Source: an optimization exercise on an open RTL-to-GDS flow (aim: small area). Production flows keep margins and buffers that such runs may drop.
In this exercise RTL edits were held to simulation tests only and were not proved equivalent to the original.
The flow treats the clock pin as an ideal source, which a real chip does not have.
Power is estimated from default activity; no workload was simulated.

**flow/flow/run.sh**
```bash
#!/bin/bash
# The standard layout (standard.sh), with these changes:
#  - synthesis: the standard flow's script unchanged except that ABC maps with
#    flow/area.abc (three rounds of delay-oriented mapping with area recovery)
#    instead of ORFS's speed script; ABC does not touch the registers, so
#    they are the standard synthesis's;
#  - port buffers are sky130_fd_sc_hd__buf_1 cells (still one per port);
set -euo pipefail
HERE=$PWD
{
  echo "proc abc {args} {"
  echo "  set i [lsearch -exact \$args -script]"
  echo "  if {\$i >= 0} { lset args [expr {\$i + 1}] $HERE/flow/area.abc }"
  echo "  yosys abc {*}\$args"
  echo "}"
  cat synth_recipe.tcl
} > my_synth.tcl
sed "s#SYNTH_SCRIPT=[^ ]*#SYNTH_SCRIPT=$HERE/my_synth.tcl#" standard.sh > my_standard.sh
export BUFFER_PORTS_ARGS="-buffer_cell sky130_fd_sc_hd__buf_1"
export CTS_ARGS="$(cat flow/cts_args.txt)"
export POST_CTS_TCL="$HERE/flow/post_cts.tcl"
bash my_standard.sh > flow.log 2>&1
```
**flow/design.v**
```verilog
module alarm_dueby #(
    parameter W = 16
) (
    input  wire [W-1:0] c,
    input  wire [W-1:0] target,
    output wire         due
);
    wire [W-1:0] cy;
    assign cy[0] = 1'b1;
    genvar i;
    generate
        for (i = 0; i < W - 1; i = i + 1) begin : g_chain
            assign cy[i+1] = (c[i] & ~target[i]) | (cy[i] & (c[i] | ~target[i]));
        end
    endgenerate
    assign due = ~(c[W-1] ^ ~target[W-1] ^ cy[W-1]);
endmodule
module alarm_timer (
    input  wire        clk,
    input  wire        rst,
    input  wire [23:0] tc,
    input  wire [2:0]  t_op,
    input  wire [23:0] t_arg,
    output wire        t_due
);
    reg  [23:0] tsched;
    wire op_set = (t_op == 3'd1);
    wire [23:0] base = op_set ? tc : tsched;
    wire [23:0] g = base & t_arg;
    wire [23:0] p = base ^ t_arg;
    wire [23:0] sum;
    wire [24:0] cy;
    assign cy[0] = 1'b0;
    genvar i;
    generate
        for (i = 0; i < 24; i = i + 2) begin : g_add
            assign cy[i+1] = g[i] | (p[i] & cy[i]);
            assign cy[i+2] = (g[i+1] | (p[i+1] & g[i])) | (p[i+1] & p[i] & cy[i]);
            assign sum[i]   = p[i] ^ cy[i];
            assign sum[i+1] = p[i+1] ^ cy[i+1];
        end
    endgenerate
    wire due;
    alarm_dueby #(.W(24)) u_cmp (.c(tc), .target(sum), .due(due));
    wire due_op = (t_op == 3'd3) | (t_op == 3'd4) | (t_op == 3'd5);
    assign t_due = due_op & due & ~rst;
    always @(posedge clk) begin
        if (rst)
            tsched <= 24'd0;
        else if (op_set || (t_op == 3'd5 && due))
            tsched <= sum;
        else if (t_op == 3'd2 || (t_op == 3'd4 && due))
            tsched <= tc;
    end
endmodule
module dmx_frame_decoder (
    input  wire        clk,
    input  wire        rst,
    input  wire        init,
    input  wire        in_valid,
    output wire        in_ready,
    input  wire [7:0]  in_data,
    input  wire [15:0] c,
    output reg         sink_cfg_valid,
    output wire [9:0]  sink_cfg_count,
    output reg         sink_wr_valid,
    output reg  [8:0]  sink_wr_index,
    output reg  [7:0]  sink_wr_data,
    output reg         ok_pulse,
    output reg         err_pulse,
    output wire [7:0]  err_tag,
    output reg         ok_indicator
);
    localparam [2:0] ST_START_M = 3'b100;
    localparam [2:0] ST_START_C = 3'b101;
    localparam [2:0] ST_START_0 = 3'b110;
    localparam [2:0] ST_CMD     = 3'b111;
    localparam [2:0] ST_LOW     = 3'b000;
    localparam [2:0] ST_HIGH    = 3'b001;
    localparam [2:0] ST_DATA    = 3'b010;
    reg [2:0]  state;
    reg [9:0]  active;
    reg        wfirst;
    wire [9:0] idx = {wfirst, sink_wr_index};
    wire [7:0] last_byte = sink_wr_data;
    reg [15:0] deadline;   
    wire rst_any = rst | init;
    assign in_ready = ~rst_any;
    wire accept = in_valid & ~rst_any;
    wire [7:0] ch = in_data;
    assign sink_cfg_count = active;
    assign err_tag = {~err_pulse, ~state[1] | state[0], state[1] & ~state[0],
                      state[1] & err_pulse, ~(state[1] | state[0]),
                      ~(state[1] | state[0] | ~err_pulse), state[0] & err_pulse,
                      ~state[1]};
    wire idle_due;
    alarm_dueby #(.W(16)) u_idle (.c(c), .target(deadline), .due(idle_due));
    wire [15:0] c_dl;
    wire [16:3] ic;
    assign c_dl[2:0] = c[2:0];
    assign ic[3] = 1'b0;
    genvar k;
    generate
        for (k = 3; k < 16; k = k + 1) begin : g_dl
            if (k == 3 || k == 6 || k == 7) begin : g_one
                assign c_dl[k] = ~(c[k] ^ ic[k]);
                assign ic[k+1] = c[k] | ic[k];
            end else begin : g_zero
                assign c_dl[k] = c[k] ^ ic[k];
                assign ic[k+1] = c[k] & ic[k];
            end
        end
    endgenerate
    wire is_start = state[2] & ~(state[1] & state[0]);
    wire m_start  = (ch == 8'h7E);
    wire resync   = ~is_start & m_start & idle_due;
    wire d_zero = (ch == 8'd0) & (last_byte == 8'd0);
    wire d_over = (ch[7:2] != 6'd0) | (ch[1] & (ch[0] | (last_byte != 8'd0)));
    wire [9:0] d = {ch[1:0], last_byte};
    wire [9:0] windex;
    wire [10:0] wc;
    assign wc[0] = 1'b1;
    generate
        for (k = 0; k < 10; k = k + 1) begin : g_inc
            assign windex[k] = idx[k] ^ wc[k];
            assign wc[k+1]   = idx[k] & wc[k];
        end
    endgenerate
    wire more = (windex != active);
    reg [2:0] n_state;
    reg       err, ok, wr, cfg, set_active, start_data;
    always @(*) begin
        n_state    = state;
        err        = 1'b0;
        ok         = 1'b0;
        wr         = 1'b0;
        cfg        = 1'b0;
        set_active = 1'b0;
        start_data = 1'b0;
        if (is_start | resync) begin
            if (m_start) begin
                n_state = ST_CMD;
                err     = resync;
            end else begin
                err     = 1'b1;
                n_state = ST_START_M;
            end
        end else begin
            case (state)
                ST_CMD: begin
                    if (ch == 8'h06) begin
                        n_state = ST_LOW;
                    end else begin
                        err     = 1'b1;
                        n_state = ST_START_M;
                    end
                end
                ST_LOW: n_state = ST_HIGH;
                ST_HIGH: begin
                    if (d_zero) begin
                        err     = 1'b1;
                        n_state = ST_START_0;
                    end else if (d_over) begin
                        err     = 1'b1;
                        n_state = ST_START_C;
                    end else begin
                        n_state    = ST_DATA;
                        start_data = 1'b1;
                        if (d != active) begin
                            set_active = 1'b1;
                            cfg        = 1'b1;
                        end
                    end
                end
                default: begin
                    if (more) begin
                        wr = 1'b1;
                    end else if (ch == 8'hE7) begin
                        ok      = 1'b1;
                        n_state = ST_START_M;
                    end else begin
                        err     = 1'b1;
                        n_state = ST_START_M;
                    end
                end
            endcase
        end
    end
    always @(posedge clk) begin
        if (accept)
            sink_wr_data <= ch;
        if (accept & start_data)
            {wfirst, sink_wr_index} <= 10'h3FF;
        else if (accept & wr)
            {wfirst, sink_wr_index} <= windex;
        if (rst_any | accept)
            deadline <= c_dl;
    end
    always @(posedge clk) begin
        if (rst_any) begin
            state          <= ST_START_M;
            active         <= 10'd0;
            ok_indicator   <= 1'b0;
            sink_cfg_valid <= 1'b1;
            sink_wr_valid  <= 1'b0;
            ok_pulse       <= 1'b0;
            err_pulse      <= 1'b0;
        end else if (accept) begin
            state          <= n_state;
            if (err)
                active <= 10'd0;
            else if (set_active)
                active <= d;
            if (err)
                ok_indicator <= 1'b0;
            else if (ok)
                ok_indicator <= 1'b1;
            sink_cfg_valid <= err | cfg;
            sink_wr_valid  <= wr;
            ok_pulse       <= ok;
            err_pulse      <= err;
        end else begin
            sink_cfg_valid <= 1'b0;
            sink_wr_valid  <= 1'b0;
            ok_pulse       <= 1'b0;
            err_pulse      <= 1'b0;
        end
    end
endmodule
module dmx_core (
    input  wire        clk,
    input  wire        rst,
    input  wire [31:0] now,
    input  wire        init,
    input  wire        in_valid,
    output wire        in_ready,
    input  wire [7:0]  in_data,
    output wire        sink_cfg_valid,
    output wire [9:0]  sink_cfg_count,
    output wire        sink_wr_valid,
    output wire [8:0]  sink_wr_index,
    output wire [7:0]  sink_wr_data,
    output wire        ok_pulse,
    output wire        err_pulse,
    output wire [7:0]  err_tag,
    output wire        ok_indicator,
    input  wire [2:0]  t_op,
    input  wire [23:0] t_arg,
    output wire        t_due
);
    dmx_frame_decoder u_dec (
        .clk            (clk),
        .rst            (rst),
        .init           (init),
        .in_valid       (in_valid),
        .in_ready       (in_ready),
        .in_data        (in_data),
        .c              (now[15:0]),
        .sink_cfg_valid (sink_cfg_valid),
        .sink_cfg_count (sink_cfg_count),
        .sink_wr_valid  (sink_wr_valid),
        .sink_wr_index  (sink_wr_index),
        .sink_wr_data   (sink_wr_data),
        .ok_pulse       (ok_pulse),
        .err_pulse      (err_pulse),
        .err_tag        (err_tag),
        .ok_indicator   (ok_indicator)
    );
    alarm_timer u_timer (
        .clk   (clk),
        .rst   (rst),
        .tc    (now[31:8]),
        .t_op  (t_op),
        .t_arg (t_arg),
        .t_due (t_due)
    );
endmodule
```
**flow/standard.sh**
```bash
#!/bin/bash
# synth_recipe.tcl (not shown) runs the flow's synth.tcl, then flattens the netlist and writes it again
# the make line also repeats each setting of config.mk as NAME=value (left out here)
make -C /OpenROAD-flow-scripts/flow DESIGN_CONFIG=/design/flow/config.mk WORK_HOME=/design/flow/orfs CLKGATE_MAP_FILE= SYNTH_SCRIPT=/design/flow/synth_recipe.tcl "${@:-finish}"
```
**flow/config.mk**
```make
export PLATFORM = sky130hd
export DESIGN_NAME = dmx_core
export DESIGN_NICKNAME = dmx_core
export VERILOG_FILES = /design/flow/design.v
export SDC_FILE = /design/flow/constraint.sdc
export NUM_CORES = 4
export LEC_CHECK = 0
export CAP_MARGIN = 20
export CORE_MARGIN = 2
export CORE_UTILIZATION = 40
export GPL_TIMING_DRIVEN = 1
export PLACE_DENSITY = 0.75
export SETUP_SLACK_MARGIN = -0.3
export SLEW_MARGIN = 20
```
**flow/flow/post_cts.tcl**
```tcl
set sizes {sky130_fd_sc_hd__clkbuf_2 sky130_fd_sc_hd__clkbuf_4 sky130_fd_sc_hd__clkbuf_8 sky130_fd_sc_hd__clkbuf_16}
set n_up 0
for {set iter 0} {$iter < 4} {incr iter} {
  estimate_parasitics -placement
  set up {}
  foreach inst [get_cells *] {
    set k [lsearch -exact $sizes [get_property $inst ref_name]]
    if {$k < 0 || $k == [llength $sizes] - 1} { continue }
    set out [get_pins -of_objects $inst -filter "direction == output"]
    set loads [get_pins -of_objects [get_nets -of_objects $out] -filter "direction == input"]
    set worst 0
    foreach l $loads {
      if {[get_property $l lib_pin_name] ne "CLK"} { continue }
      set s [get_property $l slew_max]
      if {$s > $worst} { set worst $s }
    }
    puts "post_cts: pass $iter [get_full_name $inst] [get_property $inst ref_name] [llength $loads] loads, worst slew $worst"
    if {$worst > 0.110} { lappend up [list $inst [lindex $sizes [expr {$k + 1}]]] }
  }
  if {[llength $up] == 0} { break }
  foreach u $up { replace_cell [lindex $u 0] [lindex $u 1]; incr n_up }
}
puts "post_cts: $n_up clock buffer resizes"
if {$n_up > 0} {
  detailed_placement
  check_placement -verbose
}
```
**flow/flow/cts_args.txt**
```
-sink_clustering_enable -repair_clock_nets -buf_list {sky130_fd_sc_hd__clkbuf_2} -dont_use_dummy_load
```
**flow/constraint.sdc**
```tcl
create_clock -name core_clock -period 8.0 [get_ports {clk}]
set_input_delay 1.6000 -clock core_clock [delete_from_list [all_inputs] [get_ports {clk}]]
set_output_delay 1.6000 -clock core_clock [all_outputs]
set_load 0.01 [all_outputs]
```
**flow/flow/area.abc**
```
strash
&get -n
&st
&dch -f
&nf
&put
strash
&get -n
&st
&dch -f
&nf
&put
strash
&get -n
&st
&dch -f
&nf
&put
topo
stime -c
```
==> impl_metrics.tcl <==
set metrics [dict create \
    grt_max_degree 30 \
    synth_top_cell_area_share 0.214 \
    synth_ff_type "dfxtp_1" \
    synth_xor_area_frac 0.0685 \
    synth.area.mux_share 0.0531 \
    hpwl_mm 9.29 \
    grt_pass1_wl_mm 19.7 \
    dieArea_mm2 0.0130 \
    clkSinkCount 76 \
    slowest_delay_ns 0.51 \
    synth-simple-area-share 0.134 \
    async_flop_share 0 \
    synthCells 494 \
    drtIter0Drc 250 \
    slew_headroom 0.476 \
    remaining_drc_errors 0 \
    postRouteAntennaNets 0 \
    synth_compound_area_frac 0.200 \
    hold_viol 0 \
    maxCapViolations 0 \
    drive_above_1_share 0.0460 \
    final_util 0.478 \
    yosysSeqAreaShare 0.363 \
    ys_ff_latch 76 \
    report.final.setup_viol 0 \
    synth_edf_count 24 \
    nNetsFinal 755 \
    setup.worst_path.class "in2out" \
    num_vias 4334 \
    fill_cells 1153 \
    synthesis.nets 617 \
    hold_class "reg2reg" \
    syn_avg_cell_area_um2 9.83 \
    die_w_um 114 \
    crit_path_end "t_due" \
    synth_cell_type_count 48 \
    synth_area_mm2 0.00486 \
    synth_area_leaders "dfxtp_1, edfxtp_1, ha_1" \
    pwr_density_cell_mw_per_mm2 228 \
    antenna_found_initial 0 \
    outcome "timing/DRC/antenna clean" \
    fmax_mhz 128 \
    reg2regPathDepth 29 \
    drt_first_pass_iters 4 \
    min_period_ns 7.81 \
    cts_tree "built" \
    leakage_uw 0.00228 \
    startpoint "t_op[1]" \
    grt_pass1_vias 4260 \
    grt_usage 0.188 \
    required_ns 6.40 \
    synth_top_family_by_area "compound AO/OA/AOI/OAI gates" \
    yosys_warnings 2 \
    cp_max_fo 6 \
    regToRegStartpoint "u_timer.tsched[0]$_SDFFE_PP0P_" \
    die_h_um 114 \
    rr_endpoint "u_timer.tsched[15]$_SDFFE_PP0P_" \
    finClkSkew_ns 0.0303 \
    cp-end-kind "output port" \
    wl_per_cell_um 15.6 \
    worstMarginPinSlew_ns 0.786 \
    gp_congestion 0.918 \
    insertion_delay_ns 0.55 \
    period_share 0.976 \
    wl_mm 12.1 \
    core_mm2 0.0119 \
    ir_worst_vdd_mv 0.165 \
    cp_slowest_cell "fa_1" \
    syn2layout_area_growth_pct 17.1 \
    port_buffers 112 \
    start_kind "input port" \
    hp-start "u_timer.tsched[10]$_SDFFE_PP0P_" \
    rrSetupSlack_ns 2.28 \
    final-max-slew-violation-count 0 \
    fp-row-count 40 \
    initial_core_util 0.408 \
    synth_largest_area_cell "dfxtp_1" \
    fin_setup_tns_ns 0 \
    cp.arrival_ns 6.21 \
    vias_per_cell 5.58 \
    io_pins 113 \
    synthAdderAreaFrac 0.152 \
    antenna_cells 0 \
    clk_pin_slew_worst_paths_ns 0.10 \
    grt_overflow 0 \
]
-- routing by layer --
metal,global-route usage,up-vias,share of wire
met5,0,-,0
met4,0.0756,0,0.022
met3,0.0482,25,0.059
met2,0.310,139,0.48
met1,0.237,2024,0.44
li1,-,2146,-
-- final cells by class --
type	instances	area (µm²)	share of cell area
Multi-Input combinational cell	381	2990	0.525
Sequential cell	76	1760	0.310
Timing Repair Buffer	127	533	0.0937
Tap cell	147	184	0.0323
Inverter	37	139	0.0244
Clock buffer	9	83.8	0.0147
-- cells in the final DEF (no fill, tap or decap), types with 8 or more instances in the layout --
| cell | instances |
|---|---|
| a21oi_1 | 42 |
| nor3_1 | 8 |
| a22o_1 | 15 |
| o22ai_1 | 13 |
| buf_1 | 112 |
| nand3_1 | 21 |
| nand2b_1 | 10 |
| dfxtp_1 | 52 |
| clkinv_1 | 37 |
| o221a_1 | 8 |
| fa_1 | 12 |
| nand2_1 | 33 |
| buf_4 | 15 |
| nor2_1 | 23 |
| xor2_1 | 9 |
| edfxtp_1 | 24 |
| mux2_1 | 14 |
| o21ai_0 | 8 |
| mux2i_1 | 10 |
| a22oi_1 | 8 |
| xnor2_1 | 29 |
| ha_1 | 40 |
-- cell usage after synthesis, drive strengths merged, types with 2 or more instances --
library cell / n
a31o: 3
nor4: 5
a21o: 4
ha: 40
mux2i: 10
dfxtp: 52
nand4b: 4
and3: 2
fa: 12
a2bb2oi: 7
o21ai: 8
xor2: 9
o2bb2ai: 3
o221ai: 6
o221a: 8
and2: 4
nor3: 8
a21oi: 42
nand4: 3
a22o: 15
or3: 4
clkinv: 37
a2111oi: 2
o21bai: 2
nand2b: 10
a211oi: 5
nand3: 21
a22oi: 8
nor2b: 6
mux2: 14
a221oi: 3
a21boi: 2
edfxtp: 24
o22ai: 13
nor2: 23
a31oi: 3
nand2: 33
xnor2: 29
-- critical path: cells and delay by family --
family          cells  cell delay [ns]
simple gates       13             1.42
buf+inv             4             0.45
compound gates      9             1.62
fa+ha+maj           3             1.10
-- registers in the layout (all words and copies together) (netlist names) --
signal	cells
u_dec.ok_indicator	1
u_timer.tsched	24
u_dec.deadline	16
u_dec.ok_pulse	1
u_dec.state	3
u_dec.sink_cfg_valid	1
u_dec.err_pulse	1
u_dec.sink_wr_data	8
u_dec.active	10
u_dec.wfirst	1
u_dec.sink_wr_valid	1
u_dec.sink_wr_index	9
-- kinds of logic (layout without fill, tap and decap cells) --
kind of cell,count (synthesis),in the layout
xor+xnor,38,38
mux,24,24
compound gates,138,138
flops,76,76
simple gates,129,129
fa+ha+maj,52,52
buf+inv,37,173
-- where the power goes --
part | total (µW) | internal, µW | switching (µW)
combinational | 619 | 282 | 337
sequential | 485 | 454 | 30.8
clock | 194 | 64.6 | 129
-- worst min path at each step --
stage	end	slack, ns	cells past startpoint
6_report	u_timer.tsched[10]$_SDFFE_PP0P_	0.45	2
5_1_grt	u_timer.tsched[10]$_SDFFE_PP0P_	0.47	2
3_5_place_dp	u_timer.tsched[20]$_SDFFE_PP0P_	0.44	2
3_3_place_gp	u_timer.tsched[10]$_SDFFE_PP0P_	0.43	2
2_1_floorplan	u_timer.tsched[10]$_SDFFE_PP0P_	0.42	2
-- stage by stage --
stage / cell area (µm²) / setup slack [ns] / power [µW] / std cells / hold WS (ns)
2_1_floorplan: 4860 / -0.233 / 929 / 494 / 0.417
3_3_place_gp: 5590 / 0.123 / 1080 / 768 / 0.434
3_5_place_dp: 5590 / 0.0166 / 1100 / 768 / 0.439
5_1_grt: 5690 / -0.315 / 1400 / 777 / 0.474
6_report: 5690 / 0.188 / 1300 / 777 / 0.452

-- port drivers added, routing unchanged --
Ports are ideal in the flow. The routed layout listed here was re-timed in OpenROAD. Step 1 (the two cells are an assumption about what drives the block):
set clk [get_ports {clk}]
set_driving_cell -lib_cell sky130_fd_sc_hd__clkbuf_16 $clk
set_driving_cell -lib_cell sky130_fd_sc_hd__buf_2 [delete_from_list [all_inputs] $clk]
Step 2 adds t to the input delays and takes it off the output delays; t is the mean of the earliest and latest rising clock arrival at the registers after step 1. Input paths then give back, and output paths get back, about the clock's delay inside the block. Three values: ideal ports, drivers, drivers and shift; two values: the first two.
shift t [ns]: 0.567
slack for setup (ns): 0.188 / 0.169 / 0.169
worst setup path after step 2: input to output
clock arrival spread, ns: 0.031 / 0.030
worst register clock-pin slew, ns: 0.10 / 0.10
After both steps setup and hold are still met in this run. The setup slack of this run moves by -0.019 ns with the drivers and by -0.019 ns with both steps.
